Context: an optimization exercise on an open-source flow, tuned for small area, a short achievable clock period and few clock cycles per item. The choices shown serve that exercise and are no tape-out recipe.
Function was checked by simulation only, so behaviour that the tests miss may differ from the original.
Power and IR drop assume default switching activity.

==> flow/standard.sh <==
#!/bin/bash
# synth_recipe.tcl (not shown) runs the flow's synth.tcl, then flattens the netlist and writes it again
# the make line also repeats each setting of config.mk as NAME=value (left out here)
make -C /OpenROAD-flow-scripts/flow DESIGN_CONFIG=/design/flow/config.mk WORK_HOME=/design/flow/orfs CLKGATE_MAP_FILE= SYNTH_SCRIPT=/design/flow/synth_recipe.tcl "${@:-finish}"
==> flow/flow/run.sh <==
#!/bin/bash
# Layout flow: the standard layout (standard.sh, all ORFS steps from
# synthesis to finish), with the input and output port buffers placed as
# sky130_fd_sc_hd__buf_1 cells instead of the cell buffer_ports picks by
# itself. Each step's full log stays under orfs/logs/; the output of make
# goes to flow_make.log in this folder.
set -euo pipefail
export BUFFER_PORTS_ARGS="-buffer_cell sky130_fd_sc_hd__buf_1"
bash standard.sh > flow_make.log 2>&1
==> flow/design.v <==
module popcount_unit (
    input  wire         clk,
    input  wire         rst,         
    input  wire         in_valid,
    input  wire [1:0]   op,          
    input  wire [127:0] operand,
    output reg          out_valid,
    output reg  [7:0]   result,
    output reg          valid,
    output reg          illegal,
    output reg  [2:0]   strategy
);
    wire fs1;
    wire fc2;
    wire fs3;
    wire fc4;
    wire fs5;
    wire fc6;
    wire fs7;
    wire fc8;
    wire fs9;
    wire fc10;
    wire fs11;
    wire fc12;
    wire fs13;
    wire fc14;
    wire fs15;
    wire fc16;
    wire fs17;
    wire fc18;
    wire fs19;
    wire fc20;
    wire fs21;
    wire fc22;
    wire fs23;
    wire fc24;
    wire fs25;
    wire fc26;
    wire fs27;
    wire fc28;
    wire fs29;
    wire fc30;
    wire fs31;
    wire fc32;
    wire fs33;
    wire fc34;
    wire fs35;
    wire fc36;
    wire fs37;
    wire fc38;
    wire fs39;
    wire fc40;
    wire fs41;
    wire fc42;
    wire fs43;
    wire fc44;
    wire fs45;
    wire fc46;
    wire fs47;
    wire fc48;
    wire fs49;
    wire fc50;
    wire fs51;
    wire fc52;
    wire fs53;
    wire fc54;
    wire fs55;
    wire fc56;
    wire fs57;
    wire fc58;
    wire fs59;
    wire fc60;
    wire fs61;
    wire fc62;
    wire fs63;
    wire fc64;
    wire fs65;
    wire fc66;
    wire fs67;
    wire fc68;
    wire fs69;
    wire fc70;
    wire fs71;
    wire fc72;
    wire fs73;
    wire fc74;
    wire fs75;
    wire fc76;
    wire fs77;
    wire fc78;
    wire fs79;
    wire fc80;
    wire fs81;
    wire fc82;
    wire fs83;
    wire fc84;
    wire fs85;
    wire fc86;
    wire fs87;
    wire fc88;
    wire fs89;
    wire fc90;
    wire fs91;
    wire fc92;
    wire fs93;
    wire fc94;
    wire fs95;
    wire fc96;
    wire fs97;
    wire fc98;
    wire fs99;
    wire fc100;
    wire fs101;
    wire fc102;
    wire fs103;
    wire fc104;
    wire fs105;
    wire fc106;
    wire fs107;
    wire fc108;
    wire fs109;
    wire fc110;
    wire fs111;
    wire fc112;
    wire fs113;
    wire fc114;
    wire fs115;
    wire fc116;
    wire fs117;
    wire fc118;
    wire fs119;
    wire fc120;
    wire fs121;
    wire fc122;
    wire fs123;
    wire fc124;
    wire fs125;
    wire fc126;
    wire fs127;
    wire fc128;
    wire fs129;
    wire fc130;
    wire fs131;
    wire fc132;
    wire fs133;
    wire fc134;
    wire fs135;
    wire fc136;
    wire fs137;
    wire fc138;
    wire fs139;
    wire fc140;
    wire fs141;
    wire fc142;
    wire fs143;
    wire fc144;
    wire fs145;
    wire fc146;
    wire fs147;
    wire fc148;
    wire fs149;
    wire fc150;
    wire fs151;
    wire fc152;
    wire fs153;
    wire fc154;
    wire fs155;
    wire fc156;
    wire fs157;
    wire fc158;
    wire fs159;
    wire fc160;
    wire fs161;
    wire fc162;
    wire fs163;
    wire fc164;
    wire fs165;
    wire fc166;
    wire fs167;
    wire fc168;
    wire fs169;
    wire fc170;
    wire fs171;
    wire fc172;
    wire fs173;
    wire fc174;
    wire fs175;
    wire fc176;
    wire fs177;
    wire fc178;
    wire fs179;
    wire fc180;
    wire fs181;
    wire fc182;
    wire fs183;
    wire fc184;
    wire fs185;
    wire fc186;
    wire fs187;
    wire fc188;
    wire fs189;
    wire fc190;
    wire fs191;
    wire fc192;
    wire fs193;
    wire fc194;
    wire fs195;
    wire fc196;
    wire fs197;
    wire fc198;
    wire gz199;
    wire gz200;
    wire gz201;
    wire gz202;
    wire gz203;
    wire gz204;
    wire gz205;
    wire gz206;
    wire gz207;
    wire gz208;
    wire gz209;
    wire gz210;
    wire gz211;
    wire gz212;
    wire gz213;
    wire gz214;
    wire gs215;
    wire gz216;
    wire gd217;
    wire gd218;
    wire gd219;
    wire gd220;
    wire gd221;
    wire gd222;
    wire gd223;
    wire gd224;
    wire gs225;
    wire gz226;
    wire gd227;
    wire gd228;
    wire gd229;
    wire gd230;
    wire gd231;
    wire gd232;
    wire gd233;
    wire gd234;
    wire gs235;
    wire gz236;
    wire gd237;
    wire gd238;
    wire gd239;
    wire gd240;
    wire gd241;
    wire gd242;
    wire gd243;
    wire gd244;
    wire gs245;
    wire gz246;
    wire gd247;
    wire gd248;
    wire gd249;
    wire gd250;
    wire gd251;
    wire gd252;
    wire gd253;
    wire gd254;
    wire gs255;
    wire gz256;
    wire gd257;
    wire gd258;
    wire gd259;
    wire gd260;
    wire gd261;
    wire gd262;
    wire gd263;
    wire gd264;
    wire gs265;
    wire gz266;
    wire gd267;
    wire gd268;
    wire gd269;
    wire gd270;
    wire gd271;
    wire gd272;
    wire gd273;
    wire gd274;
    wire gs275;
    wire gz276;
    wire gd277;
    wire gd278;
    wire gd279;
    wire gd280;
    wire gd281;
    wire gd282;
    wire gd283;
    wire gd284;
    wire gs285;
    wire gz286;
    wire gd287;
    wire gd288;
    wire gd289;
    wire gd290;
    wire gd291;
    wire gd292;
    wire gd293;
    wire gd294;
    wire gs295;
    wire gz296;
    wire gm297;
    wire gd298;
    wire gd299;
    wire gd300;
    wire gd301;
    wire gd302;
    wire gd303;
    wire gd304;
    wire gd305;
    wire gs306;
    wire gz307;
    wire gm308;
    wire gd309;
    wire gd310;
    wire gd311;
    wire gd312;
    wire gd313;
    wire gd314;
    wire gd315;
    wire gd316;
    wire gs317;
    wire gz318;
    wire gm319;
    wire gd320;
    wire gd321;
    wire gd322;
    wire gd323;
    wire gd324;
    wire gd325;
    wire gd326;
    wire gd327;
    wire gs328;
    wire gz329;
    wire gm330;
    wire gd331;
    wire gd332;
    wire gd333;
    wire gd334;
    wire gd335;
    wire gd336;
    wire gd337;
    wire gd338;
    wire gs339;
    wire gz340;
    wire gm341;
    wire gm342;
    wire gd343;
    wire gd344;
    wire gd345;
    wire gd346;
    wire gd347;
    wire gd348;
    wire gd349;
    wire gd350;
    wire gs351;
    wire gz352;
    wire gm353;
    wire gm354;
    wire gd355;
    wire gd356;
    wire gd357;
    wire gd358;
    wire gd359;
    wire gd360;
    wire gd361;
    wire gd362;
    wire gs363;
    wire gz364;
    wire gm365;
    wire gm366;
    wire gm367;
    wire gd368;
    wire gd369;
    wire gd370;
    wire gd371;
    wire gd372;
    wire gd373;
    wire gd374;
    wire gd375;
    wire fs376;
    wire fc377;
    wire fs378;
    wire fc379;
    wire fs380;
    wire fc381;
    wire fs382;
    wire fc383;
    wire fs384;
    wire fc385;
    wire fs386;
    wire fc387;
    wire fs388;
    wire fc389;
    wire fs390;
    wire fc391;
    wire fs392;
    wire fc393;
    wire fs394;
    wire fc395;
    wire fs396;
    wire fc397;
    wire fs398;
    wire fc399;
    wire fs400;
    wire fc401;
    wire fs402;
    wire fc403;
    wire fs404;
    wire fc405;
    wire fs406;
    wire fc407;
    wire fs408;
    wire fc409;
    wire fs410;
    wire fc411;
    wire fs412;
    wire fc413;
    wire fs414;
    wire fc415;
    wire fs416;
    wire fc417;
    wire es418;
    wire ez419;
    wire es420;
    wire ez421;
    wire es422;
    wire ez423;
    wire es424;
    wire ez425;
    wire es426;
    wire ez427;
    wire em428;
    wire es429;
    wire ez430;
    wire em431;
    wire es432;
    wire ez433;
    wire em434;
    wire em435;
    wire ispop436;
    wire isscan437;
    wire ra438;
    wire rb439;
    wire ra440;
    wire ra441;
    wire ra442;
    wire ra443;
    wire ra444;
    wire ra445;
    wire ra446;
    wire vl447;
    wire il448;
    reg pc0_r1_0;
    reg pc0_r1_1;
    reg pc0_r1_2;
    reg pc0_r1_3;
    reg pc0_r1_4;
    reg pc0_r1_5;
    reg pc1_r1_6;
    reg pc1_r1_7;
    reg pc1_r1_8;
    reg pc1_r1_9;
    reg pc1_r1_10;
    reg pc2_r1_11;
    reg pc2_r1_12;
    reg pc2_r1_13;
    reg pc2_r1_14;
    reg pc2_r1_15;
    reg pc2_r1_16;
    reg pc2_r1_17;
    reg pc2_r1_18;
    reg pc2_r1_19;
    reg pc2_r1_20;
    reg pc3_r1_21;
    reg pc3_r1_22;
    reg pc3_r1_23;
    reg pc3_r1_24;
    reg pc3_r1_25;
    reg pc3_r1_26;
    reg pc3_r1_27;
    reg pc4_r1_28;
    reg gz_r1_29;
    reg gi_r1_30;
    reg gi_r1_31;
    reg gi_r1_32;
    reg gi_r1_33;
    reg gd_r1_34;
    reg gd_r1_35;
    reg gd_r1_36;
    reg gd_r1_37;
    reg gd_r1_38;
    reg gd_r1_39;
    reg gd_r1_40;
    reg gd_r1_41;
    reg op0_r1_42;
    reg op1_r1_43;
    reg ra0_r2_44;
    reg rb0_r2_45;
    reg ra1_r2_46;
    reg ra2_r2_47;
    reg ra3_r2_48;
    reg ra4_r2_49;
    reg ra5_r2_50;
    reg ra6_r2_51;
    reg valid_r2_52;
    reg ill_r2_53;
    reg ispop_r2_54;
    reg vld_r1, vld_r2;
    fa3 u_fs1 (.a(operand[0]), .b(operand[100]), .c(operand[101]), .s(fs1), .co(fc2));
    fa3 u_fs3 (.a(operand[102]), .b(operand[103]), .c(operand[104]), .s(fs3), .co(fc4));
    fa3 u_fs5 (.a(operand[105]), .b(operand[106]), .c(operand[107]), .s(fs5), .co(fc6));
    fa3 u_fs7 (.a(operand[108]), .b(operand[109]), .c(operand[10]), .s(fs7), .co(fc8));
    fa3 u_fs9 (.a(operand[110]), .b(operand[111]), .c(operand[112]), .s(fs9), .co(fc10));
    fa3 u_fs11 (.a(operand[113]), .b(operand[114]), .c(operand[115]), .s(fs11), .co(fc12));
    fa3 u_fs13 (.a(operand[116]), .b(operand[117]), .c(operand[118]), .s(fs13), .co(fc14));
    fa3 u_fs15 (.a(operand[119]), .b(operand[11]), .c(operand[120]), .s(fs15), .co(fc16));
    fa3 u_fs17 (.a(operand[121]), .b(operand[122]), .c(operand[123]), .s(fs17), .co(fc18));
    fa3 u_fs19 (.a(operand[124]), .b(operand[125]), .c(operand[126]), .s(fs19), .co(fc20));
    fa3 u_fs21 (.a(operand[127]), .b(operand[12]), .c(operand[13]), .s(fs21), .co(fc22));
    fa3 u_fs23 (.a(operand[14]), .b(operand[15]), .c(operand[16]), .s(fs23), .co(fc24));
    fa3 u_fs25 (.a(operand[17]), .b(operand[18]), .c(operand[19]), .s(fs25), .co(fc26));
    fa3 u_fs27 (.a(operand[1]), .b(operand[20]), .c(operand[21]), .s(fs27), .co(fc28));
    fa3 u_fs29 (.a(operand[22]), .b(operand[23]), .c(operand[24]), .s(fs29), .co(fc30));
    fa3 u_fs31 (.a(operand[25]), .b(operand[26]), .c(operand[27]), .s(fs31), .co(fc32));
    fa3 u_fs33 (.a(operand[28]), .b(operand[29]), .c(operand[2]), .s(fs33), .co(fc34));
    fa3 u_fs35 (.a(operand[30]), .b(operand[31]), .c(operand[32]), .s(fs35), .co(fc36));
    fa3 u_fs37 (.a(operand[33]), .b(operand[34]), .c(operand[35]), .s(fs37), .co(fc38));
    fa3 u_fs39 (.a(operand[36]), .b(operand[37]), .c(operand[38]), .s(fs39), .co(fc40));
    fa3 u_fs41 (.a(operand[39]), .b(operand[3]), .c(operand[40]), .s(fs41), .co(fc42));
    fa3 u_fs43 (.a(operand[41]), .b(operand[42]), .c(operand[43]), .s(fs43), .co(fc44));
    fa3 u_fs45 (.a(operand[44]), .b(operand[45]), .c(operand[46]), .s(fs45), .co(fc46));
    fa3 u_fs47 (.a(operand[47]), .b(operand[48]), .c(operand[49]), .s(fs47), .co(fc48));
    fa3 u_fs49 (.a(operand[4]), .b(operand[50]), .c(operand[51]), .s(fs49), .co(fc50));
    fa3 u_fs51 (.a(operand[52]), .b(operand[53]), .c(operand[54]), .s(fs51), .co(fc52));
    fa3 u_fs53 (.a(operand[55]), .b(operand[56]), .c(operand[57]), .s(fs53), .co(fc54));
    fa3 u_fs55 (.a(operand[58]), .b(operand[59]), .c(operand[5]), .s(fs55), .co(fc56));
    fa3 u_fs57 (.a(operand[60]), .b(operand[61]), .c(operand[62]), .s(fs57), .co(fc58));
    fa3 u_fs59 (.a(operand[63]), .b(operand[64]), .c(operand[65]), .s(fs59), .co(fc60));
    fa3 u_fs61 (.a(operand[66]), .b(operand[67]), .c(operand[68]), .s(fs61), .co(fc62));
    fa3 u_fs63 (.a(operand[69]), .b(operand[6]), .c(operand[70]), .s(fs63), .co(fc64));
    fa3 u_fs65 (.a(operand[71]), .b(operand[72]), .c(operand[73]), .s(fs65), .co(fc66));
    fa3 u_fs67 (.a(operand[74]), .b(operand[75]), .c(operand[76]), .s(fs67), .co(fc68));
    fa3 u_fs69 (.a(operand[77]), .b(operand[78]), .c(operand[79]), .s(fs69), .co(fc70));
    fa3 u_fs71 (.a(operand[7]), .b(operand[80]), .c(operand[81]), .s(fs71), .co(fc72));
    fa3 u_fs73 (.a(operand[82]), .b(operand[83]), .c(operand[84]), .s(fs73), .co(fc74));
    fa3 u_fs75 (.a(operand[85]), .b(operand[86]), .c(operand[87]), .s(fs75), .co(fc76));
    fa3 u_fs77 (.a(operand[88]), .b(operand[89]), .c(operand[8]), .s(fs77), .co(fc78));
    fa3 u_fs79 (.a(operand[90]), .b(operand[91]), .c(operand[92]), .s(fs79), .co(fc80));
    fa3 u_fs81 (.a(operand[93]), .b(operand[94]), .c(operand[95]), .s(fs81), .co(fc82));
    fa3 u_fs83 (.a(operand[96]), .b(operand[97]), .c(operand[98]), .s(fs83), .co(fc84));
    fa3 u_fs85 (.a(fc10), .b(fc12), .c(fc14), .s(fs85), .co(fc86));
    fa3 u_fs87 (.a(fc16), .b(fc18), .c(fc2), .s(fs87), .co(fc88));
    fa3 u_fs89 (.a(fc20), .b(fc22), .c(fc24), .s(fs89), .co(fc90));
    fa3 u_fs91 (.a(fc26), .b(fc28), .c(fc30), .s(fs91), .co(fc92));
    fa3 u_fs93 (.a(fc32), .b(fc34), .c(fc36), .s(fs93), .co(fc94));
    fa3 u_fs95 (.a(fc38), .b(fc4), .c(fc40), .s(fs95), .co(fc96));
    fa3 u_fs97 (.a(fc42), .b(fc44), .c(fc46), .s(fs97), .co(fc98));
    fa3 u_fs99 (.a(fc48), .b(fc50), .c(fc52), .s(fs99), .co(fc100));
    fa3 u_fs101 (.a(fc54), .b(fc56), .c(fc58), .s(fs101), .co(fc102));
    fa3 u_fs103 (.a(fc6), .b(fc60), .c(fc62), .s(fs103), .co(fc104));
    fa3 u_fs105 (.a(fc64), .b(fc66), .c(fc68), .s(fs105), .co(fc106));
    fa3 u_fs107 (.a(fc70), .b(fc72), .c(fc74), .s(fs107), .co(fc108));
    fa3 u_fs109 (.a(fc76), .b(fc78), .c(fc8), .s(fs109), .co(fc110));
    fa3 u_fs111 (.a(fc80), .b(fc82), .c(fc84), .s(fs111), .co(fc112));
    fa3 u_fs113 (.a(operand[99]), .b(operand[9]), .c(fs1), .s(fs113), .co(fc114));
    fa3 u_fs115 (.a(fs11), .b(fs13), .c(fs15), .s(fs115), .co(fc116));
    fa3 u_fs117 (.a(fs17), .b(fs19), .c(fs21), .s(fs117), .co(fc118));
    fa3 u_fs119 (.a(fs23), .b(fs25), .c(fs27), .s(fs119), .co(fc120));
    fa3 u_fs121 (.a(fs29), .b(fs3), .c(fs31), .s(fs121), .co(fc122));
    fa3 u_fs123 (.a(fs33), .b(fs35), .c(fs37), .s(fs123), .co(fc124));
    fa3 u_fs125 (.a(fs39), .b(fs41), .c(fs43), .s(fs125), .co(fc126));
    fa3 u_fs127 (.a(fs45), .b(fs47), .c(fs49), .s(fs127), .co(fc128));
    fa3 u_fs129 (.a(fs5), .b(fs51), .c(fs53), .s(fs129), .co(fc130));
    fa3 u_fs131 (.a(fs55), .b(fs57), .c(fs59), .s(fs131), .co(fc132));
    fa3 u_fs133 (.a(fs61), .b(fs63), .c(fs65), .s(fs133), .co(fc134));
    fa3 u_fs135 (.a(fs67), .b(fs69), .c(fs7), .s(fs135), .co(fc136));
    fa3 u_fs137 (.a(fs71), .b(fs73), .c(fs75), .s(fs137), .co(fc138));
    fa3 u_fs139 (.a(fs77), .b(fs79), .c(fs81), .s(fs139), .co(fc140));
    fa3 u_fs141 (.a(fc100), .b(fc102), .c(fc104), .s(fs141), .co(fc142));
    fa3 u_fs143 (.a(fc106), .b(fc108), .c(fc110), .s(fs143), .co(fc144));
    fa3 u_fs145 (.a(fc112), .b(fc86), .c(fc88), .s(fs145), .co(fc146));
    fa3 u_fs147 (.a(fc90), .b(fc92), .c(fc94), .s(fs147), .co(fc148));
    fa3 u_fs149 (.a(fc114), .b(fc116), .c(fc118), .s(fs149), .co(fc150));
    fa3 u_fs151 (.a(fc120), .b(fc122), .c(fc124), .s(fs151), .co(fc152));
    fa3 u_fs153 (.a(fc126), .b(fc128), .c(fc130), .s(fs153), .co(fc154));
    fa3 u_fs155 (.a(fc132), .b(fc134), .c(fc136), .s(fs155), .co(fc156));
    fa3 u_fs157 (.a(fc138), .b(fc140), .c(fs101), .s(fs157), .co(fc158));
    fa3 u_fs159 (.a(fs103), .b(fs105), .c(fs107), .s(fs159), .co(fc160));
    fa3 u_fs161 (.a(fs109), .b(fs111), .c(fs85), .s(fs161), .co(fc162));
    fa3 u_fs163 (.a(fs87), .b(fs89), .c(fs91), .s(fs163), .co(fc164));
    fa3 u_fs165 (.a(fs93), .b(fs95), .c(fs97), .s(fs165), .co(fc166));
    fa3 u_fs167 (.a(fs83), .b(fs9), .c(fs113), .s(fs167), .co(fc168));
    fa3 u_fs169 (.a(fs115), .b(fs117), .c(fs119), .s(fs169), .co(fc170));
    fa3 u_fs171 (.a(fs121), .b(fs123), .c(fs125), .s(fs171), .co(fc172));
    fa3 u_fs173 (.a(fs127), .b(fs129), .c(fs131), .s(fs173), .co(fc174));
    fa3 u_fs175 (.a(fs133), .b(fs135), .c(fs137), .s(fs175), .co(fc176));
    fa3 u_fs177 (.a(fc142), .b(fc144), .c(fc146), .s(fs177), .co(fc178));
    fa3 u_fs179 (.a(fc96), .b(fc98), .c(fc150), .s(fs179), .co(fc180));
    fa3 u_fs181 (.a(fc152), .b(fc154), .c(fc156), .s(fs181), .co(fc182));
    fa3 u_fs183 (.a(fc158), .b(fc160), .c(fc162), .s(fs183), .co(fc184));
    fa3 u_fs185 (.a(fc164), .b(fc166), .c(fs141), .s(fs185), .co(fc186));
    fa3 u_fs187 (.a(fs143), .b(fs145), .c(fs147), .s(fs187), .co(fc188));
    fa3 u_fs189 (.a(fs99), .b(fc168), .c(fc170), .s(fs189), .co(fc190));
    fa3 u_fs191 (.a(fc172), .b(fc174), .c(fc176), .s(fs191), .co(fc192));
    fa3 u_fs193 (.a(fs149), .b(fs151), .c(fs153), .s(fs193), .co(fc194));
    fa3 u_fs195 (.a(fs155), .b(fs157), .c(fs159), .s(fs195), .co(fc196));
    fa3 u_fs197 (.a(fs161), .b(fs163), .c(fs165), .s(fs197), .co(fc198));
    assign gz199 = |operand[7:0];
    assign gz200 = |operand[15:8];
    assign gz201 = |operand[23:16];
    assign gz202 = |operand[31:24];
    assign gz203 = |operand[39:32];
    assign gz204 = |operand[47:40];
    assign gz205 = |operand[55:48];
    assign gz206 = |operand[63:56];
    assign gz207 = |operand[71:64];
    assign gz208 = |operand[79:72];
    assign gz209 = |operand[87:80];
    assign gz210 = |operand[95:88];
    assign gz211 = |operand[103:96];
    assign gz212 = |operand[111:104];
    assign gz213 = |operand[119:112];
    assign gz214 = |operand[127:120];
    assign gs215 = op[1] ? gz200 : ~gz199;
    assign gz216 = gz199 | gz200;
    assign gd217 = gs215 ? operand[8] : operand[0];
    assign gd218 = gs215 ? operand[9] : operand[1];
    assign gd219 = gs215 ? operand[10] : operand[2];
    assign gd220 = gs215 ? operand[11] : operand[3];
    assign gd221 = gs215 ? operand[12] : operand[4];
    assign gd222 = gs215 ? operand[13] : operand[5];
    assign gd223 = gs215 ? operand[14] : operand[6];
    assign gd224 = gs215 ? operand[15] : operand[7];
    assign gs225 = op[1] ? gz202 : ~gz201;
    assign gz226 = gz201 | gz202;
    assign gd227 = gs225 ? operand[24] : operand[16];
    assign gd228 = gs225 ? operand[25] : operand[17];
    assign gd229 = gs225 ? operand[26] : operand[18];
    assign gd230 = gs225 ? operand[27] : operand[19];
    assign gd231 = gs225 ? operand[28] : operand[20];
    assign gd232 = gs225 ? operand[29] : operand[21];
    assign gd233 = gs225 ? operand[30] : operand[22];
    assign gd234 = gs225 ? operand[31] : operand[23];
    assign gs235 = op[1] ? gz204 : ~gz203;
    assign gz236 = gz203 | gz204;
    assign gd237 = gs235 ? operand[40] : operand[32];
    assign gd238 = gs235 ? operand[41] : operand[33];
    assign gd239 = gs235 ? operand[42] : operand[34];
    assign gd240 = gs235 ? operand[43] : operand[35];
    assign gd241 = gs235 ? operand[44] : operand[36];
    assign gd242 = gs235 ? operand[45] : operand[37];
    assign gd243 = gs235 ? operand[46] : operand[38];
    assign gd244 = gs235 ? operand[47] : operand[39];
    assign gs245 = op[1] ? gz206 : ~gz205;
    assign gz246 = gz205 | gz206;
    assign gd247 = gs245 ? operand[56] : operand[48];
    assign gd248 = gs245 ? operand[57] : operand[49];
    assign gd249 = gs245 ? operand[58] : operand[50];
    assign gd250 = gs245 ? operand[59] : operand[51];
    assign gd251 = gs245 ? operand[60] : operand[52];
    assign gd252 = gs245 ? operand[61] : operand[53];
    assign gd253 = gs245 ? operand[62] : operand[54];
    assign gd254 = gs245 ? operand[63] : operand[55];
    assign gs255 = op[1] ? gz208 : ~gz207;
    assign gz256 = gz207 | gz208;
    assign gd257 = gs255 ? operand[72] : operand[64];
    assign gd258 = gs255 ? operand[73] : operand[65];
    assign gd259 = gs255 ? operand[74] : operand[66];
    assign gd260 = gs255 ? operand[75] : operand[67];
    assign gd261 = gs255 ? operand[76] : operand[68];
    assign gd262 = gs255 ? operand[77] : operand[69];
    assign gd263 = gs255 ? operand[78] : operand[70];
    assign gd264 = gs255 ? operand[79] : operand[71];
    assign gs265 = op[1] ? gz210 : ~gz209;
    assign gz266 = gz209 | gz210;
    assign gd267 = gs265 ? operand[88] : operand[80];
    assign gd268 = gs265 ? operand[89] : operand[81];
    assign gd269 = gs265 ? operand[90] : operand[82];
    assign gd270 = gs265 ? operand[91] : operand[83];
    assign gd271 = gs265 ? operand[92] : operand[84];
    assign gd272 = gs265 ? operand[93] : operand[85];
    assign gd273 = gs265 ? operand[94] : operand[86];
    assign gd274 = gs265 ? operand[95] : operand[87];
    assign gs275 = op[1] ? gz212 : ~gz211;
    assign gz276 = gz211 | gz212;
    assign gd277 = gs275 ? operand[104] : operand[96];
    assign gd278 = gs275 ? operand[105] : operand[97];
    assign gd279 = gs275 ? operand[106] : operand[98];
    assign gd280 = gs275 ? operand[107] : operand[99];
    assign gd281 = gs275 ? operand[108] : operand[100];
    assign gd282 = gs275 ? operand[109] : operand[101];
    assign gd283 = gs275 ? operand[110] : operand[102];
    assign gd284 = gs275 ? operand[111] : operand[103];
    assign gs285 = op[1] ? gz214 : ~gz213;
    assign gz286 = gz213 | gz214;
    assign gd287 = gs285 ? operand[120] : operand[112];
    assign gd288 = gs285 ? operand[121] : operand[113];
    assign gd289 = gs285 ? operand[122] : operand[114];
    assign gd290 = gs285 ? operand[123] : operand[115];
    assign gd291 = gs285 ? operand[124] : operand[116];
    assign gd292 = gs285 ? operand[125] : operand[117];
    assign gd293 = gs285 ? operand[126] : operand[118];
    assign gd294 = gs285 ? operand[127] : operand[119];
    assign gs295 = op[1] ? gz226 : ~gz216;
    assign gz296 = gz216 | gz226;
    assign gm297 = gs295 ? gs225 : gs215;
    assign gd298 = gs295 ? gd227 : gd217;
    assign gd299 = gs295 ? gd228 : gd218;
    assign gd300 = gs295 ? gd229 : gd219;
    assign gd301 = gs295 ? gd230 : gd220;
    assign gd302 = gs295 ? gd231 : gd221;
    assign gd303 = gs295 ? gd232 : gd222;
    assign gd304 = gs295 ? gd233 : gd223;
    assign gd305 = gs295 ? gd234 : gd224;
    assign gs306 = op[1] ? gz246 : ~gz236;
    assign gz307 = gz236 | gz246;
    assign gm308 = gs306 ? gs245 : gs235;
    assign gd309 = gs306 ? gd247 : gd237;
    assign gd310 = gs306 ? gd248 : gd238;
    assign gd311 = gs306 ? gd249 : gd239;
    assign gd312 = gs306 ? gd250 : gd240;
    assign gd313 = gs306 ? gd251 : gd241;
    assign gd314 = gs306 ? gd252 : gd242;
    assign gd315 = gs306 ? gd253 : gd243;
    assign gd316 = gs306 ? gd254 : gd244;
    assign gs317 = op[1] ? gz266 : ~gz256;
    assign gz318 = gz256 | gz266;
    assign gm319 = gs317 ? gs265 : gs255;
    assign gd320 = gs317 ? gd267 : gd257;
    assign gd321 = gs317 ? gd268 : gd258;
    assign gd322 = gs317 ? gd269 : gd259;
    assign gd323 = gs317 ? gd270 : gd260;
    assign gd324 = gs317 ? gd271 : gd261;
    assign gd325 = gs317 ? gd272 : gd262;
    assign gd326 = gs317 ? gd273 : gd263;
    assign gd327 = gs317 ? gd274 : gd264;
    assign gs328 = op[1] ? gz286 : ~gz276;
    assign gz329 = gz276 | gz286;
    assign gm330 = gs328 ? gs285 : gs275;
    assign gd331 = gs328 ? gd287 : gd277;
    assign gd332 = gs328 ? gd288 : gd278;
    assign gd333 = gs328 ? gd289 : gd279;
    assign gd334 = gs328 ? gd290 : gd280;
    assign gd335 = gs328 ? gd291 : gd281;
    assign gd336 = gs328 ? gd292 : gd282;
    assign gd337 = gs328 ? gd293 : gd283;
    assign gd338 = gs328 ? gd294 : gd284;
    assign gs339 = op[1] ? gz307 : ~gz296;
    assign gz340 = gz296 | gz307;
    assign gm341 = gs339 ? gm308 : gm297;
    assign gm342 = gs339 ? gs306 : gs295;
    assign gd343 = gs339 ? gd309 : gd298;
    assign gd344 = gs339 ? gd310 : gd299;
    assign gd345 = gs339 ? gd311 : gd300;
    assign gd346 = gs339 ? gd312 : gd301;
    assign gd347 = gs339 ? gd313 : gd302;
    assign gd348 = gs339 ? gd314 : gd303;
    assign gd349 = gs339 ? gd315 : gd304;
    assign gd350 = gs339 ? gd316 : gd305;
    assign gs351 = op[1] ? gz329 : ~gz318;
    assign gz352 = gz318 | gz329;
    assign gm353 = gs351 ? gm330 : gm319;
    assign gm354 = gs351 ? gs328 : gs317;
    assign gd355 = gs351 ? gd331 : gd320;
    assign gd356 = gs351 ? gd332 : gd321;
    assign gd357 = gs351 ? gd333 : gd322;
    assign gd358 = gs351 ? gd334 : gd323;
    assign gd359 = gs351 ? gd335 : gd324;
    assign gd360 = gs351 ? gd336 : gd325;
    assign gd361 = gs351 ? gd337 : gd326;
    assign gd362 = gs351 ? gd338 : gd327;
    assign gs363 = op[1] ? gz352 : ~gz340;
    assign gz364 = gz340 | gz352;
    assign gm365 = gs363 ? gm353 : gm341;
    assign gm366 = gs363 ? gm354 : gm342;
    assign gm367 = gs363 ? gs351 : gs339;
    assign gd368 = gs363 ? gd355 : gd343;
    assign gd369 = gs363 ? gd356 : gd344;
    assign gd370 = gs363 ? gd357 : gd345;
    assign gd371 = gs363 ? gd358 : gd346;
    assign gd372 = gs363 ? gd359 : gd347;
    assign gd373 = gs363 ? gd360 : gd348;
    assign gd374 = gs363 ? gd361 : gd349;
    assign gd375 = gs363 ? gd362 : gd350;
    fa3 u_fs376 (.a(pc0_r1_0), .b(pc0_r1_1), .c(pc0_r1_2), .s(fs376), .co(fc377));
    fa3 u_fs378 (.a(pc0_r1_3), .b(pc0_r1_4), .c(pc0_r1_5), .s(fs378), .co(fc379));
    fa3 u_fs380 (.a(pc1_r1_10), .b(pc1_r1_6), .c(pc1_r1_7), .s(fs380), .co(fc381));
    fa3 u_fs382 (.a(pc2_r1_11), .b(pc2_r1_12), .c(pc2_r1_13), .s(fs382), .co(fc383));
    fa3 u_fs384 (.a(pc2_r1_14), .b(pc2_r1_15), .c(pc2_r1_16), .s(fs384), .co(fc385));
    fa3 u_fs386 (.a(pc2_r1_17), .b(pc2_r1_18), .c(pc2_r1_19), .s(fs386), .co(fc387));
    fa3 u_fs388 (.a(pc3_r1_21), .b(pc3_r1_22), .c(pc3_r1_23), .s(fs388), .co(fc389));
    fa3 u_fs390 (.a(pc3_r1_24), .b(pc3_r1_25), .c(pc3_r1_26), .s(fs390), .co(fc391));
    fa3 u_fs392 (.a(pc1_r1_8), .b(pc1_r1_9), .c(fc377), .s(fs392), .co(fc393));
    fa3 u_fs394 (.a(pc3_r1_27), .b(fc383), .c(fc385), .s(fs394), .co(fc395));
    fa3 u_fs396 (.a(pc4_r1_28), .b(fc389), .c(fc391), .s(fs396), .co(fc397));
    fa3 u_fs398 (.a(pc2_r1_20), .b(fc381), .c(fs382), .s(fs398), .co(fc399));
    fa3 u_fs400 (.a(fc387), .b(fs388), .c(fs390), .s(fs400), .co(fc401));
    fa3 u_fs402 (.a(fs384), .b(fs386), .c(fc393), .s(fs402), .co(fc403));
    fa3 u_fs404 (.a(fc379), .b(fs380), .c(fs392), .s(fs404), .co(fc405));
    fa3 u_fs406 (.a(fc395), .b(fc401), .c(fs396), .s(fs406), .co(fc407));
    fa3 u_fs408 (.a(fc399), .b(fs394), .c(fs400), .s(fs408), .co(fc409));
    fa3 u_fs410 (.a(fs398), .b(fc405), .c(fs402), .s(fs410), .co(fc411));
    fa3 u_fs412 (.a(fc403), .b(fs408), .c(fc411), .s(fs412), .co(fc413));
    fa3 u_fs414 (.a(fc409), .b(fs406), .c(fc413), .s(fs414), .co(fc415));
    fa3 u_fs416 (.a(fc397), .b(fc407), .c(fc415), .s(fs416), .co(fc417));
    assign es418 = op1_r1_43 ? gd_r1_35 : ~gd_r1_34;
    assign ez419 = gd_r1_34 | gd_r1_35;
    assign es420 = op1_r1_43 ? gd_r1_37 : ~gd_r1_36;
    assign ez421 = gd_r1_36 | gd_r1_37;
    assign es422 = op1_r1_43 ? gd_r1_39 : ~gd_r1_38;
    assign ez423 = gd_r1_38 | gd_r1_39;
    assign es424 = op1_r1_43 ? gd_r1_41 : ~gd_r1_40;
    assign ez425 = gd_r1_40 | gd_r1_41;
    assign es426 = op1_r1_43 ? ez421 : ~ez419;
    assign ez427 = ez419 | ez421;
    assign em428 = es426 ? es420 : es418;
    assign es429 = op1_r1_43 ? ez425 : ~ez423;
    assign ez430 = ez423 | ez425;
    assign em431 = es429 ? es424 : es422;
    assign es432 = op1_r1_43 ? ez430 : ~ez427;
    assign ez433 = ez427 | ez430;
    assign em434 = es432 ? em431 : em428;
    assign em435 = es432 ? es429 : es426;
    assign ispop436 = ~op1_r1_43 & ~op0_r1_42;
    assign isscan437 = (op1_r1_43 ^ op0_r1_42) & gz_r1_29;
    assign ra438 = (ispop436 & fs376) | (isscan437 & em434);
    assign rb439 = ispop436 & fs378;
    assign ra440 = (ispop436 & fs404) | (isscan437 & em435);
    assign ra441 = (ispop436 & fs410) | (isscan437 & es432);
    assign ra442 = (ispop436 & fs412) | (isscan437 & gi_r1_30);
    assign ra443 = (ispop436 & fs414) | (isscan437 & gi_r1_31);
    assign ra444 = (ispop436 & fs416) | (isscan437 & gi_r1_32);
    assign ra445 = (ispop436 & fc417) | (isscan437 & gi_r1_33);
    assign ra446 = 1'b0;
    assign vl447 = ispop436 | isscan437;
    assign il448 = op1_r1_43 & op0_r1_42;
    always @(posedge clk) begin
        pc0_r1_0 <= fs139;
        pc0_r1_1 <= fs167;
        pc0_r1_2 <= fs169;
        pc0_r1_3 <= fs171;
        pc0_r1_4 <= fs173;
        pc0_r1_5 <= fs175;
        pc1_r1_6 <= fs189;
        pc1_r1_7 <= fs191;
        pc1_r1_8 <= fs193;
        pc1_r1_9 <= fs195;
        pc1_r1_10 <= fs197;
        pc2_r1_11 <= fc190;
        pc2_r1_12 <= fc192;
        pc2_r1_13 <= fc194;
        pc2_r1_14 <= fc196;
        pc2_r1_15 <= fc198;
        pc2_r1_16 <= fs179;
        pc2_r1_17 <= fs181;
        pc2_r1_18 <= fs183;
        pc2_r1_19 <= fs185;
        pc2_r1_20 <= fs187;
        pc3_r1_21 <= fc148;
        pc3_r1_22 <= fc180;
        pc3_r1_23 <= fc182;
        pc3_r1_24 <= fc184;
        pc3_r1_25 <= fc186;
        pc3_r1_26 <= fc188;
        pc3_r1_27 <= fs177;
        pc4_r1_28 <= fc178;
        gz_r1_29 <= gz364;
        gi_r1_30 <= gm365;
        gi_r1_31 <= gm366;
        gi_r1_32 <= gm367;
        gi_r1_33 <= gs363;
        gd_r1_34 <= gd368;
        gd_r1_35 <= gd369;
        gd_r1_36 <= gd370;
        gd_r1_37 <= gd371;
        gd_r1_38 <= gd372;
        gd_r1_39 <= gd373;
        gd_r1_40 <= gd374;
        gd_r1_41 <= gd375;
        op0_r1_42 <= op[0];
        op1_r1_43 <= op[1];
        ra0_r2_44 <= ra438;
        rb0_r2_45 <= rb439;
        ra1_r2_46 <= ra440;
        ra2_r2_47 <= ra441;
        ra3_r2_48 <= ra442;
        ra4_r2_49 <= ra443;
        ra5_r2_50 <= ra444;
        ra6_r2_51 <= ra445;
        valid_r2_52 <= vl447;
        ill_r2_53 <= il448;
        ispop_r2_54 <= ispop436;
    end
    always @(posedge clk) begin
        if (rst) begin
            vld_r1 <= 1'b0;
            vld_r2 <= 1'b0;
        end else begin
            vld_r1 <= in_valid;
            vld_r2 <= vld_r1;
        end
    end
    wire [7:0] row_a = {1'b0, ra6_r2_51, ra5_r2_50, ra4_r2_49, ra3_r2_48, ra2_r2_47, ra1_r2_46, ra0_r2_44};
    wire [7:0] row_b = {1'b0, 1'b0, 1'b0, 1'b0, 1'b0, 1'b0, 1'b0, rb0_r2_45};
    wire [7:0] sum = row_a + row_b;
    always @* begin
        out_valid = vld_r2;
        result    = sum;
        valid     = valid_r2_52;
        illegal   = ill_r2_53;
        if (ispop_r2_54)
            strategy = (sum[7:4] == 4'd0) ? 3'b010 : 3'b001;
        else
            strategy = {1'b1, ill_r2_53, ill_r2_53};
    end
endmodule
module fa3 (input wire a, input wire b, input wire c, output wire s, output wire co);
    assign s  = a ^ b ^ c;
    assign co = (a & b) | (a & c) | (b & c);
endmodule
==> flow/config.mk <==
export PLATFORM = sky130hd
export DESIGN_NAME = popcount_unit
export DESIGN_NICKNAME = popcount_unit
export VERILOG_FILES = /design/flow/design.v
export SDC_FILE = /design/flow/constraint.sdc
export NUM_CORES = 4
export LEC_CHECK = 0
export CAP_MARGIN = 20
export CORE_MARGIN = 2
export CORE_UTILIZATION = 50
export SETUP_SLACK_MARGIN = 3.6
export SLEW_MARGIN = 20
export SYNTH_HIERARCHICAL = 1
export SYNTH_MINIMUM_KEEP_SIZE = 0
==> flow/constraint.sdc <==
create_clock -name core_clock -period 7.0 [get_ports {clk}]
set_input_delay 1.4000 -clock core_clock [delete_from_list [all_inputs] [get_ports {clk}]]
set_output_delay 1.4000 -clock core_clock [all_outputs]
set_load 0.01 [all_outputs]
==> impl_results.md, run 1 <==
* Initial DRC count at 614
* CTS Sinks at 57
* Clock buffer count from CTS at 9
* Pwr Density at 318 nW/um^2
* Antenna violations before repair at 0
* Hold Crit Start: gi_r1_31
* Gr busiest metal: met2
* Xor-xnor portion of the synthesized cell area at 0.728%
* Area delta synth->final at 28.0%
* ANT cells at 0
* Post-synthesis adder-cell area fraction at 40.8%
* Max Clock Freq at 291 MHz
* Synth warn at 7
* Placed Area at 6760 um^2
* Post-synthesis simple-gate area fraction at 15.0%
* Commonest non-fill, non-tap cell in the layout: buf_1
* Setup crit start: operand[117]
* CP endpoint kind: flip-flop
* Crit path time final at 3.43 ns
* Unrepaired setup endpoints after global routing: true
* DPL Wire Length at 17.4 mm
* Cell internal pwr at 0.00147 W
* Gate power share at 60.8%
* Total chip power at 0.00244 W
* Largest net degree at the start of global routing at 37
* Final Cycle Share at 49.0%
* Met3 usage at 5.63%
* Grt ovf at 0
* Nets at 949
* DRC at 0
* First-pass GRT wire length at 31.1 mm
* Peak VDD IR at 0.245 mV
* Critical Path RT at 7.19 ns
* DRT Wirelength at 20.8 mm
* Starting Density at 50.7%
* Max-cap viol count at 0
* TritonCTS clock tree: built
* Seq/Total Area, Yosys at 19.0%
* Cell area after synthesis at 6010 um^2
* Slowest cell on crit path: or4_1
* Startpoint types: input port
* Multiplexer share of the synthesized area at 2.04%
* Switching share of power at 39.9%
* M1 GR Usage at 42.6%
* Top-Level Pins at 147
* Vias per cell at 6.51
* Fill count at 945
* Status: timing/DRC/antenna clean
* Sequential power share at 21.9%
* Worst Skew at 0.00569 ns
* Gpl congestion at 0.980
* P_leak at 2.74 nW
* Slew Viols, Final at 0
* Largest family of logic cells by synthesized area: adder cells
* Worst skew pair latency at 0.32 ns
* Htree depth at 3
* Die area at 12,900 um^2
* IO buf count at 146
* Yosys cell types at 57
* Critical R2R Launch: pc0_r1_0
* Critical path, cell by cell: buf_4 > or4_4 > nor4_4 > nand2b_1 > a22oi_2 > a211oi_2 > or4_1
* Initial DRT Pass Iterations at 5
* Met2 Track Usage GR at 55.5%
* Setup TNS at 0 ns
* Post-synth EDFFs at 0
* Avg WL per Cell at 24.7 um
* Compound-Gate Fraction of Synth Area at 21.0%
* Clk network pwr share at 17.4%
* Final Hold Viols at 0
* Avg Inst Size Synth at 11.6 um^2
* Vias in the first global route at 5,549
* Antenna Nets Post-Route at 0
* Critical path arrival at 3.62 ns
* Top FF cell, synth: dfxtp_1
* Post-route cell area at 7700 um^2
* Sw Pwr at 0.000975 W
* Slew HR at 57.5%
* Delay-heaviest family, CP: simple AND/OR/NAND/NOR gates
* Register Area at 1140 um^2
* Core Region at 11,900 um^2
* Final Hold Slack at 0.433 ns
* Root Driver: clkbuf_16
* Post-synth ARST share at 0%
* Final Setup Violations at 0
* Worst Path Buf+Inv at 1
* Max clock buf depth at 2
* Post-synthesis cell count at 518
* GRT Overall Usage at 32.8%
* Slowest stage delay, CP at 0.55 ns
* Worst Path Class, Setup: in2reg
* Vias at 5,486
* Commonest non-fill, non-tap cells in the layout: buf_1, fa_1, dfxtp_1
* Synthesis-stage register bit count at 57
* Hold-fix buffer count after cts at 0
* Least-Margin Pin Slew at 0.636 ns
* Hold Path Class: reg2reg
* Layout cells sized above 1 at 27.7%
* CP Max Fanout at 7
* FP Rows at 40
* Die Width at 114 um
* Die Y at 114 um
* Multi-input gate area at 5200 um^2
* Reg clk slew, reported paths at 0.05 ns
* Syn Nets at 775
==> Yosys cell counts, drive strengths merged, types with 4 or more instances <==
| cell | instances | area (um^2) |
|---|---|---|
| fa | 120 | 2400 |
| a311o | 4 | 40.0 |
| a211o | 4 | 35.0 |
| clkbuf | 6 | 22.5 |
| nand2 | 30 | 115 |
| inv | 7 | 26.3 |
| and3 | 4 | 25.0 |
| dfxtp | 57 | 1140 |
| nor2b | 4 | 25.0 |
| a21oi | 7 | 35.0 |
| nor4 | 24 | 195 |
| ha | 4 | 50.1 |
| and2 | 15 | 93.8 |
| a221oi | 19 | 173 |
| o21ai | 38 | 201 |
| o211ai | 4 | 30.0 |
| a21o | 12 | 90.1 |
| buf | 6 | 38.8 |
| o21a | 6 | 45.0 |
| mux2i | 7 | 77.6 |
| nor2 | 13 | 48.8 |
| a211oi | 34 | 255 |
| xnor2 | 4 | 35.0 |
| a22o | 4 | 35.0 |
| nand3 | 9 | 45.0 |
| a22oi | 12 | 95.1 |
| or4 | 26 | 233 |
| nand4 | 6 | 37.5 |
| a311oi | 6 | 52.6 |
==> final cells by class <==
class                           instances  area share (%)
Clock buffer                           10            3.10
Clock inverter                          5           0.731
Inverter                                7           0.390
Multi-Input combinational cell        443            67.6
Sequential cell                        57            14.8
Tap cell                              147            2.39
Timing Repair Buffer                  174            11.0
==> worst paths after layout <==
kind                             endpoint  slack, ns  depth (start not counted)
worst min register to register  ra4_r2_49       0.43                          1
worst min-delay path            ra4_r2_49       0.43                          1
worst max-delay path             gd_r1_40       3.57                          7
worst max register to register  ra5_r2_50       3.63                          8
==> through the flow <==
stage	cells	util (%)	worst slack, ns
after floorplan	518	-	3.57
after global placement	800	57.0	2.93
after detailed placement	800	57.0	2.87
after CTS	835	62.9	3.55
after global routing	843	64.9	3.48
final	843	64.9	3.57
==> per-module statistics from Yosys, one instance, submodules excluded <==
module         cells inside  copies in the design  flip-flops and latches
popcount_unit           398                     1                      57
fa3                       1                   120                       0
==> power by group through the flow <==
stage / Sequential, W / Clock [W] / Combinational, W
global placement: 0.000538 / 0 / 0.00140
global route: 0.000547 / 0.000445 / 0.00176
floorplan: 0.000517 / 0 / 0.000980
CTS: 0.000535 / 0.000432 / 0.00150
finish: 0.000534 / 0.000424 / 0.00149
detailed placement: 0.000539 / 0 / 0.00143
==> cells by family after synthesis <==
logic type / Yosys count
DFF: 57
AOI/OAI and AO/OA: 162
adders and majority gates: 124
and+or+nand+nor: 141
xor gates and xnor gates: 5
muxes: 10
buffers and inverters: 19
==> per-layer routing <==
metal	up-vias	routed length [um]
met5	-	0
met4	0	806
met3	58	1840
met2	360	10100
met1	2698	8060
li1	2370	-
==> repair_timing <==
action,CTS,global route
buffers inserted,19,8
endpoints found under the setup margin,21,17
pin swaps,21,27
gates resized for setup,65,56
cloned,1,0
Testbench counts, summed over its fixed seeds: cycles 4,008, items 4,000.
==> inputs of run 2 (changes only) <==
--- a/flow/config.mk
+++ b/flow/config.mk
@@ -10,2 +10,3 @@
 export CORE_UTILIZATION = 50
+export CTS_BUF_LIST = sky130_fd_sc_hd__clkbuf_4
 export SETUP_SLACK_MARGIN = 3.6
==> run 2 against run 1 <==
Effect of this change:
- synthesized cell count unchanged
- sequential share of layout area up 0.74 points
- largest power group unchanged
- worst setup slack better by 0.016 ns
- die area unchanged
- first-iteration DRC count grew 5.9%
- maximum frequency increased by 0.46%
- critical path depth increased by 1
==> impl_results.md, run 2 <==
* Status: timing/DRC/antenna clean
* Avg WL per Cell at 24.6 um
* Slew Viols, Final at 0
* CP endpoint kind: flip-flop
* Max clock buf depth at 2
* Synthesis-stage register bit count at 57
* Vias at 5,474
* Final Hold Viols at 0
* Nets at 947
* Htree depth at 3
* Setup TNS at 0 ns
* Seq/Total Area, Yosys at 19.0%
* Hold-fix buffer count after cts at 0
* Critical path arrival at 3.70 ns
* Top-Level Pins at 147
* Initial DRC count at 650
* Die area at 12,900 um^2
* TritonCTS clock tree: built
* CTS Sinks at 57
* Gpl congestion at 0.980
* FP Rows at 40
* First-pass GRT wire length at 30.3 mm
* Largest net degree at the start of global routing at 36
* Slowest stage delay, CP at 0.54 ns
* Reg clk slew, reported paths at 0.10 ns
* Worst skew pair latency at 0.40 ns
* Yosys cell types at 57
* Final Cycle Share at 48.8%
* Clock buffer count from CTS at 9
* Root Driver: clkbuf_4
* Yosys top cell area share at 40.0%
* Synth top area cells: fa_1, dfxtp_1, a211oi_1, a221oi_1, nor4_1
* Starting Density at 50.7%
* Layout cells sized above 1 at 20.9%
* Least-Margin Pin Slew at 0.589 ns
* Post-route cell area at 7360 um^2
* Avg Inst Size Synth at 11.6 um^2
* R2R Setup Slk at 3.65 ns
* Synth cell count leaders: fa_1, dfxtp_1, a211oi_1
* Grt ovf at 0
* Final core occ at 62.1%
* Slowest cell on crit path: or4_4
* Hold Path Class: reg2reg
* Die Width at 114 um
* Total chip power at 0.00225 W
* Top FF cell, synth: dfxtp_1
* Post-synthesis cell count at 518
* Worst slack, placed at 2.87 ns
* Post-synth ARST share at 0%
* Max Clock Freq at 293 MHz
* Commonest non-fill, non-tap cells in the layout: buf_1, fa_1, dfxtp_1
* Worst Setup Slack, final at 3.58 ns
* GRT Overall Usage at 31.9%
* Cell taking the most area after synthesis: fa_1
* Die Y at 114 um
* Startpoint types: input port
* Commonest non-fill, non-tap cell in the layout: buf_1
* DRC at 0
* Placed Area at 6760 um^2
* CP Max Fanout at 6
* Cell area after synthesis at 6010 um^2
* Syn Nets at 775
* Initial DRT Pass Iterations at 6
* Unrepaired setup endpoints after global routing: true
* DRT Wirelength at 20.7 mm
* IO buf count at 146
* ANT cells at 0
* Pwr Density at 306 nW/um^2
* P_leak at 2.56 nW
* Worst Path Class, Setup: in2reg
* Vias in the first global route at 5,396
* Synth warn at 7
* Peak VDD IR at 0.239 mV
* Slew HR at 60.6%
* Crit path time final at 3.42 ns
* Vias per cell at 6.51
* Core Region at 11,900 um^2
* Antenna Nets Post-Route at 0
* DPL Wire Length at 17.4 mm
* Max-cap viol count at 0
* Worst Skew at 0.00987 ns
* Final Setup Violations at 0
* Critical path, cell by cell: buf_4 > or4_4 > nor4_4 > nand2b_1 > a22oi_2 > buf_6 > a211oi_4 > or4_1
* Most common cell in the netlist: fa_1
* Area delta synth->final at 22.5%
* Critical Path RT at 7.29 ns
* Antenna violations before repair at 0
* Post-synth EDFFs at 0
[run 2: cells by family (layout without fill, tap and decap cells)]
| family | Yosys count | count (layout) | synth area share (%) |
|---|---|---|---|
| buf+inv | 19 | 192 | 1.46 |
| simple gates | 141 | 141 | 15.0 |
| flops | 57 | 57 | 19.0 |
| compound gates | 162 | 164 | 21.0 |
| fa+ha+maj | 124 | 124 | 40.8 |
| mux | 10 | 11 | 2.04 |
| xor+xnor | 5 | 5 | 0.728 |
[run 2: routing by layer]
metal | track usage, % | share of wire, % | up-vias
li1 | - | - | 2357
met3 | 5.05 | 8.2 | 69
met1 | 42.2 | 39 | 2695
met5 | 0 | 0 | -
met2 | 54.0 | 49 | 353
met4 | 11.0 | 3.9 | 0
[run 2: per-module statistics from Yosys (local to each module, per instance)]
module / cells / flops+latches / cell area, um^2
fa3: 1 / 0 / 20.0
popcount_unit: 398 / 57 / 3610
[run 2: stage by stage]
step | cells | hold WS [ns]
global route | 841 | 0.469
floorplan | 518 | 0.414
CTS | 822 | 0.441
global placement | 800 | 0.426
detailed placement | 800 | 0.422
finish | 841 | 0.450
[run 2: report_power, final]
group | leakage [nW] | switching, W | total, W | internal, W
Clock | 0.0692 | 0.000121 | 0.000226 | 0.000105
Sequential | 0.480 | 0.0000822 | 0.000541 | 0.000458
Combinational | 2.01 | 0.000756 | 0.00148 | 0.000728
[run 2: worst paths after layout]
check                                  to         start  cells after the start
worst max-delay path             gd_r1_34  operand[122]                      8
worst min-delay path            ra4_r2_49      gi_r1_31                      1
worst max register to register  ra5_r2_50      pc0_r1_0                      8
worst min register to register  ra4_r2_49      gi_r1_31                      1
[run 2: worst max-delay path, delay by kind of cell]
| kind | cells | cell delay [ns] |
|---|---|---|
| buf+inv | 2 | 0.28 |
| simple gates | 4 | 1.71 |
| compound gates | 2 | 0.30 |
[run 2: timing repair]
action                                 CTS  global route
setup endpoints to repair               14            14
pin swaps                                5            20
gates resized for setup                 21            45
buffers inserted                         7            16
endpoints found under the hold margin    0             0
cloned                                   0             3
[run 2: final cells by class]
class	instances	area, um^2
clock inverters	6	60.1
repair buffers	170	763
multi-input cells	445	5110
fillers	1008	4500
clock buffers	9	67.6
flip-flops and latches	57	1150
inverters	7	30.0
well taps	147	184
==> inputs of run 3 (changes only) <==
--- a/flow/config.mk
+++ b/flow/config.mk
@@ -11,3 +11,3 @@
 export CTS_BUF_LIST = sky130_fd_sc_hd__clkbuf_4
-export SETUP_SLACK_MARGIN = 3.6
+export SETUP_SLACK_MARGIN = 3.5
 export SLEW_MARGIN = 20
==> run 3 against run 2 <==
Effect of this change:
- clock-buffer cell count is the same
- power is 5.0% higher
- largest power group unchanged
- maximum frequency shrank 2.3%
- still clean
- clock power increased by 17%
- sequential share of layout area is 0.27 points higher
- die area is the same
- non-clock buffer count is 2 lower
- design area is 2.0% lower
- worst setup slack worse by 0.080 ns
- clock skew is 0.0033 ns lower
==> impl_results.md, run 3 <==
* Final Cycle Share at 49.9%
* Final Setup Violations at 0
* WHS Path Cells at 1
* Critical path, cell by cell: buf_2 > or4_4 > o41ai_4 > o41ai_4 > buf_4 > a221oi_2 > a311oi_1 > or4_1
* Worst path most repeated cell: o41ai_4
* Core Region at 11,900 um^2
* Worst Path Buf+Inv at 2
* Antenna violations before repair at 0
* Worst Skew at 0.00660 ns
* Synth cell count leaders: fa_1, dfxtp_1, a211oi_1
* Post-synth ARST share at 0%
* Top FF cell, synth: dfxtp_1
* GRT Overall Usage at 31.8%
* Delay-heaviest family, CP: simple AND/OR/NAND/NOR gates
* Setup crit start: operand[63]
* Slowest stage delay, CP at 0.60 ns
* Slew Viols, Final at 0
* Starting Density at 50.7%
* Syn Nets at 775
* Crit path time final at 3.50 ns
* Commonest non-fill, non-tap cells in the layout: buf_1, fa_1, dfxtp_1
* Non-Filler Instances at 837
* Grt ovf at 0
* Gpl congestion at 1.03
* Critical Path RT at 7.28 ns
* Most common cell in the netlist: fa_1
* Reg clk slew, reported paths at 0.10 ns
* Initial DRT Pass Iterations at 6
* Yosys top cell area share at 40.0%
* FP Rows at 40
* Die area at 12,900 um^2
* Synth warn at 7
* Status: timing/DRC/antenna clean
* Htree depth at 3
* Cell area after synthesis at 6010 um^2
* First-pass GRT wire length at 30.4 mm
* Pwr Density at 327 nW/um^2
* Slew HR at 53.6%
* Worst Hold End: ra3_r2_48
* Avg WL per Cell at 24.4 um
* Max clock buf depth at 2
* Final Hold Viols at 0
* Avg Inst Size Synth at 11.6 um^2
* Vias at 5,439
* Yosys cell types at 57
* Die Y at 114 um
* Seq/Total Area, Yosys at 19.0%
* R2R Setup Slk at 3.53 ns
* Fill count at 1,014
* TritonCTS clock tree: built
* Initial DRC count at 571
* Worst skew pair latency at 0.39 ns
* Placed cells at 800
* Max Clock Freq at 286 MHz
* P_leak at 2.55 nW
* Total chip power at 0.00236 W
* Least-Margin Pin Slew at 0.691 ns
* Peak VDD IR at 0.373 mV
* Area delta synth->final at 20.0%
* Worst r2r path cells at 8
* Synth top area cells: fa_1, dfxtp_1, a211oi_1, a221oi_1, nor4_1
* CP Max Fanout at 5
* CP endpoint kind: flip-flop
* IO buf count at 146
* DRT Wirelength at 20.5 mm
* Clock buffer count from CTS at 9
* Slowest cell on crit path: or4_4
* Startpoint types: input port
* ANT cells at 0
* Root Driver: clkbuf_4
* Setup TNS at 0 ns
* Hold Path Class: reg2reg
* Vias per cell at 6.50
* Critical path arrival at 3.77 ns
* Top-Level Pins at 147
* DPL Wire Length at 17.4 mm
* Max-cap viol count at 0
* Largest net degree at the start of global routing at 36
* Unrepaired setup endpoints after global routing: true
* Register Area at 1140 um^2
* Hold-fix buffer count after cts at 0
* Worst flop-to-flop path endpoint: ra5_r2_50
* Post-synthesis cell count at 518
* Die Width at 114 um
* Antenna Nets Post-Route at 0
* Worst Path Class, Setup: in2reg
* Hold Crit Start: gi_r1_30
* Multi-input gate area at 4990 um^2
* Layout cells sized above 1 at 15.5%
* Post-synth EDFFs at 0
* DRC at 0
* Commonest non-fill, non-tap cell in the layout: buf_1
* Critical R2R Launch: pc0_r1_0
* Synthesis-stage register bit count at 57
* Cell taking the most area after synthesis: fa_1
* Nets at 942
* Vias in the first global route at 5,450
* CTS Sinks at 57
run 3: cell counts after synthesis:
No cell type changed its count.
run 3: logic make-up after synthesis:
logic type	Yosys count	share of synthesized area [%]
compound gates	162	21.0
mux	10	2.04
xor+xnor	5	0.728
flops	57	19.0
buf+inv	19	1.46
fa+ha+maj	124	40.8
simple gates	141	15.0
run 3: stage by stage:
stage               util, %  hold slack [ns]  setup WS [ns]  instance area, um^2
floorplan                 -            0.414           3.51                 6010
global placement       56.4            0.421           2.73                 6690
detailed placement     56.4            0.423           2.81                 6690
CTS                    58.4            0.445           3.50                 6930
global route           60.8            0.468           3.49                 7220
finish                 60.8            0.449           3.50                 7220
run 3: area by class of cell:
type	count	share of cell area, %
repair buffers	168	9.94
inverters	7	0.416
well taps	147	2.55
multi-input cells	442	69.2
clock inverters	7	1.18
flip-flops and latches	57	15.8
clock buffers	9	0.936
run 3: routing by layer:
layer	track usage, %	wire length, um
met4	11.6	901
met5	0	0
met3	5.31	1620
met2	54.1	9820
met1	41.3	8120
run 3: worst max-delay path by stage:
stage                      to  slack, ns  cells after the start
floorplan           ra5_r2_50       3.51                      8
global placement     gd_r1_40       2.73                      7
detailed placement   gd_r1_40       2.81                      7
CTS                 ra5_r2_50       3.50                      8
global route        ra5_r2_50       3.49                      8
finish               gd_r1_34       3.50                      8
run 3: what timing repair did:
item,4_1_cts,5_1_grt
endpoints found under the setup margin,10,8
setup buffers,6,15
pin swaps,5,14
resized for setup,10,35
run 3: per-module statistics from Yosys, one instance, submodules excluded:
module / cell area (um^2) / cells inside / times used
popcount_unit: 3610 / 398 / 1
fa3: 20.0 / 1 / 120
run 3: power breakdown:
group / total [W] / switching, W / internal [W] / leakage, nW
clock: 0.000264 / 0.000122 / 0.000141 / 0.0808
sequential: 0.000530 / 0.0000738 / 0.000456 / 0.480
combinational: 0.00157 / 0.000818 / 0.000750 / 1.99
total: 0.00236 / 0.00101 / 0.00135 / 2.55
==> inputs of run 4 (changes only) <==
--- a/flow/config.mk
+++ b/flow/config.mk
@@ -10,3 +10,3 @@
 export CORE_UTILIZATION = 50
-export CTS_BUF_LIST = sky130_fd_sc_hd__clkbuf_4
+export CTS_BUF_LIST = sky130_fd_sc_hd__clkbuf_4 sky130_fd_sc_hd__clkbuf_8
 export SETUP_SLACK_MARGIN = 3.5
==> run 4 against run 3 <==
Effect of this change:
- still clean
- worst setup slack improved by 0.0089 ns
- combinational power about the same
- utilization increased by 3.3 points
- hold slack got worse by 0.010 ns
- synthesized area unchanged
- final cell count increased by 1.9%
- clock-buffer cell count increased by 2
- non-clock buffer count increased by 12
- critical path type unchanged
- largest cell class unchanged
- largest power group unchanged
- highest routed layer unchanged
==> impl_results.md, run 4 <==
* Commonest non-fill, non-tap cell in the layout: buf_1
* Setup TNS at 0 ns
* Antenna Nets Post-Route at 0
* Avg Inst Size Synth at 11.6 um^2
* Least-Margin Pin Slew at 0.666 ns
* Nets at 958
* Max clock buf depth at 2
* Met3 WL post-DR at 1.67 mm
* Hold-fix buffer count after cts at 0
* Status: timing/DRC/antenna clean
* Compound-Gate Fraction of Synth Area at 21.0%
* P_leak at 2.74 nW
* Peak VDD IR at 0.362 mV
* FP Rows at 40
* Avg WL per Cell at 24.7 um
* Critical path arrival at 3.69 ns
* Hold Path Class: reg2reg
* Yosys top cell area share at 40.0%
* GRT Overall Usage at 32.4%
* Post-synthesis simple-gate area fraction at 15.0%
* Core Region at 11,900 um^2
* Crit path time final at 3.49 ns
* Syn Nets at 775
* Post-synth ARST share at 0%
* DRT Wirelength at 21.0 mm
* DRC at 0
* Post-synth EDFFs at 0
* Die Y at 114 um
* Critical Path RT at 7.21 ns
* Synth cell count leaders: fa_1, dfxtp_1, a211oi_1
* Top-Level Pins at 147
* First-pass GRT wire length at 30.7 mm
* Post-synthesis adder-cell area fraction at 40.8%
* Largest net degree at the start of global routing at 37
* Most common cell in the netlist: fa_1
* Total chip power at 0.00247 W
* Setup crit start: operand[68]
* Seq/Total Area, Yosys at 19.0%
* Max Clock Freq at 287 MHz
* Post-synthesis cell count at 518
* Fill count at 976
* Slew HR at 55.3%
* Synthesis-stage register bit count at 57
* Synth warn at 7
* Max Used Layer: met4
* Slew Viols, Final at 0
* R2R Setup Slk at 3.54 ns
* Clock buffer count from CTS at 9
* Hold Crit Start: gi_r1_30
* CTS Sinks at 57
* Grt ovf at 0
* Starting Density at 50.7%
* Final Hold Slack at 0.439 ns
* Final Hold Viols at 0
* Critical R2R Launch: pc0_r1_0
* Worst Path Class, Setup: in2reg
* Final Cycle Share at 49.8%
* Final Setup Violations at 0
* Commonest non-fill, non-tap cells in the layout: buf_1, fa_1, dfxtp_1
* Die area at 12,900 um^2
* Synth top area cells: fa_1, dfxtp_1, a211oi_1, a221oi_1, nor4_1
* Vias at 5,535
* Top FF cell, synth: dfxtp_1
* Antenna violations before repair at 0
* Area delta synth->final at 26.6%
* Startpoint types: input port
* Largest family of logic cells by synthesized area: adder cells
* Met2 Wirelength at 10.3 mm
* ANT cells at 0
* IO buf count at 146
* Vias per cell at 6.49
* Layout cells sized above 1 at 22.0%
* Htree depth at 3
* DPL Wire Length at 17.4 mm
* Worst Setup Slack, final at 3.51 ns
* Max-cap viol count at 0
* Root Driver: clkbuf_8
* Cell taking the most area after synthesis: fa_1
* Gpl congestion at 1.03
* Cell area after synthesis at 6010 um^2
* Worst slack, placed at 2.81 ns
* Die Width at 114 um
* Met1 wire length at 8.24 mm
* Vias in the first global route at 5,509
* Pwr Density at 325 nW/um^2
* TritonCTS clock tree: built
* CP Max Fanout at 8
* CP endpoint kind: flip-flop
* Unrepaired setup endpoints after global routing: true
* Worst Skew at 0.00427 ns
* Yosys cell types at 57
* Worst skew pair latency at 0.34 ns
* Initial DRC count at 522
* Reg clk slew, reported paths at 0.06 ns
* Initial DRT Pass Iterations at 5
* Xor-xnor portion of the synthesized cell area at 0.728%
* Multiplexer share of the synthesized area at 2.04%
-- run 4: cell type report --
cell class                      instances  area [um^2]  share of cell area, %
Clock buffer                           11          151                   1.99
Inverter                                7         30.0                  0.395
Clock inverter                          5         77.6                   1.02
Multi-Input combinational cell        446         5170                   67.9
Timing Repair Buffer                  180          856                   11.2
Sequential cell                        57         1140                   15.0
Tap cell                              147          184                   2.42
-- run 4: worst paths after layout --
path,end,cells after the start
max reg2reg,ra5_r2_50,8
min,ra3_r2_48,1
max,gd_r1_36,9
min reg2reg,ra3_r2_48,1
-- run 4: layer usage --
layer  global-route usage, %  vias to the layer above
li1                        -                     2377
met1                    40.7                     2733
met2                    55.1                      358
met3                    7.17                       67
met4                    12.6                        0
met5                       0                        -
-- run 4: kinds of logic after synthesis --
logic type,after synthesis
compound gates,162
simple gates,141
fa+ha+maj,124
flops,57
buf+inv,19
mux,10
xor+xnor,5
-- run 4: repair_timing --
action | 4_1_cts | 5_1_grt
resized for setup | 13 | 79
buffers inserted | 13 | 20
gates cloned | 1 | 3
endpoints found under the hold margin | 0 | 0
endpoints found under the setup margin | 10 | 13
pin swaps | 7 | 28
-- run 4: per-module statistics from Yosys, one instance, submodules excluded --
module,copies in the design,flip-flops and latches,area (um^2)
popcount_unit,1,57,3610
fa3,120,0,20.0
-- run 4: stage by stage --
| step | instance area [um^2] | util, % | std cells |
|---|---|---|---|
| floorplan | 6010 | - | 518 |
| global placement | 6690 | 56.4 | 800 |
| detailed placement | 6690 | 56.4 | 800 |
| CTS | 7090 | 59.8 | 830 |
| global route | 7610 | 64.2 | 853 |
| finish | 7610 | 64.2 | 853 |
-- run 4: critical path, cell delays in order --
cell,delay (ns)
clkbuf_2,0.12
or4_4,0.53
nor4_4,0.40
buf_6,0.19
nand2_4,0.06
a31oi_4,0.37
buf_6,0.15
a211oi_2,0.03
or4_1,0.43
-- run 4: power breakdown --
group	switching (W)	total, W	internal (W)
sequential	0.0000737	0.000530	0.000457
clock	0.000134	0.000352	0.000218
combinational	0.000827	0.00159	0.000762

## re-timing with driven ports
The flow's constraints put no driver on any port. The routed layouts listed below were extracted and timed again, unchanged, in two steps.
Step 1, drivers: a clkbuf_16 drives clk and a buf_2 each remaining input, both assumed.
Step 2 moves the port delays by t, midway between the first and last clock arrival at a register: inputs arrive t later, outputs are due t later. That takes back most of the time a late clock gives input paths.
a / b / c = ideal / step 1 / step 2; a / b = the first two.
run	t (ns)	setup slack, ns	worst setup path at the end	clock arrival spread, ns	worst slew at a driven data input, ns
run 1	0.358	3.568 / 3.580 / 3.222	input to register	0.006 / 0.006	0.05
run 2	0.426	3.583 / 3.592 / 3.165	input to register	0.012 / 0.013	0.04
run 3	0.416	3.504 / 3.509 / 3.093	input to register	0.008 / 0.008	0.04
run 4	0.372	3.513 / 3.518 / 3.146	input to register	0.005 / 0.004	0.05
After both steps setup and hold are still met in every run listed. For run 2, which loses most, drivers alone change the setup slack by +0.009 ns; drivers and shift together by -0.418 ns.
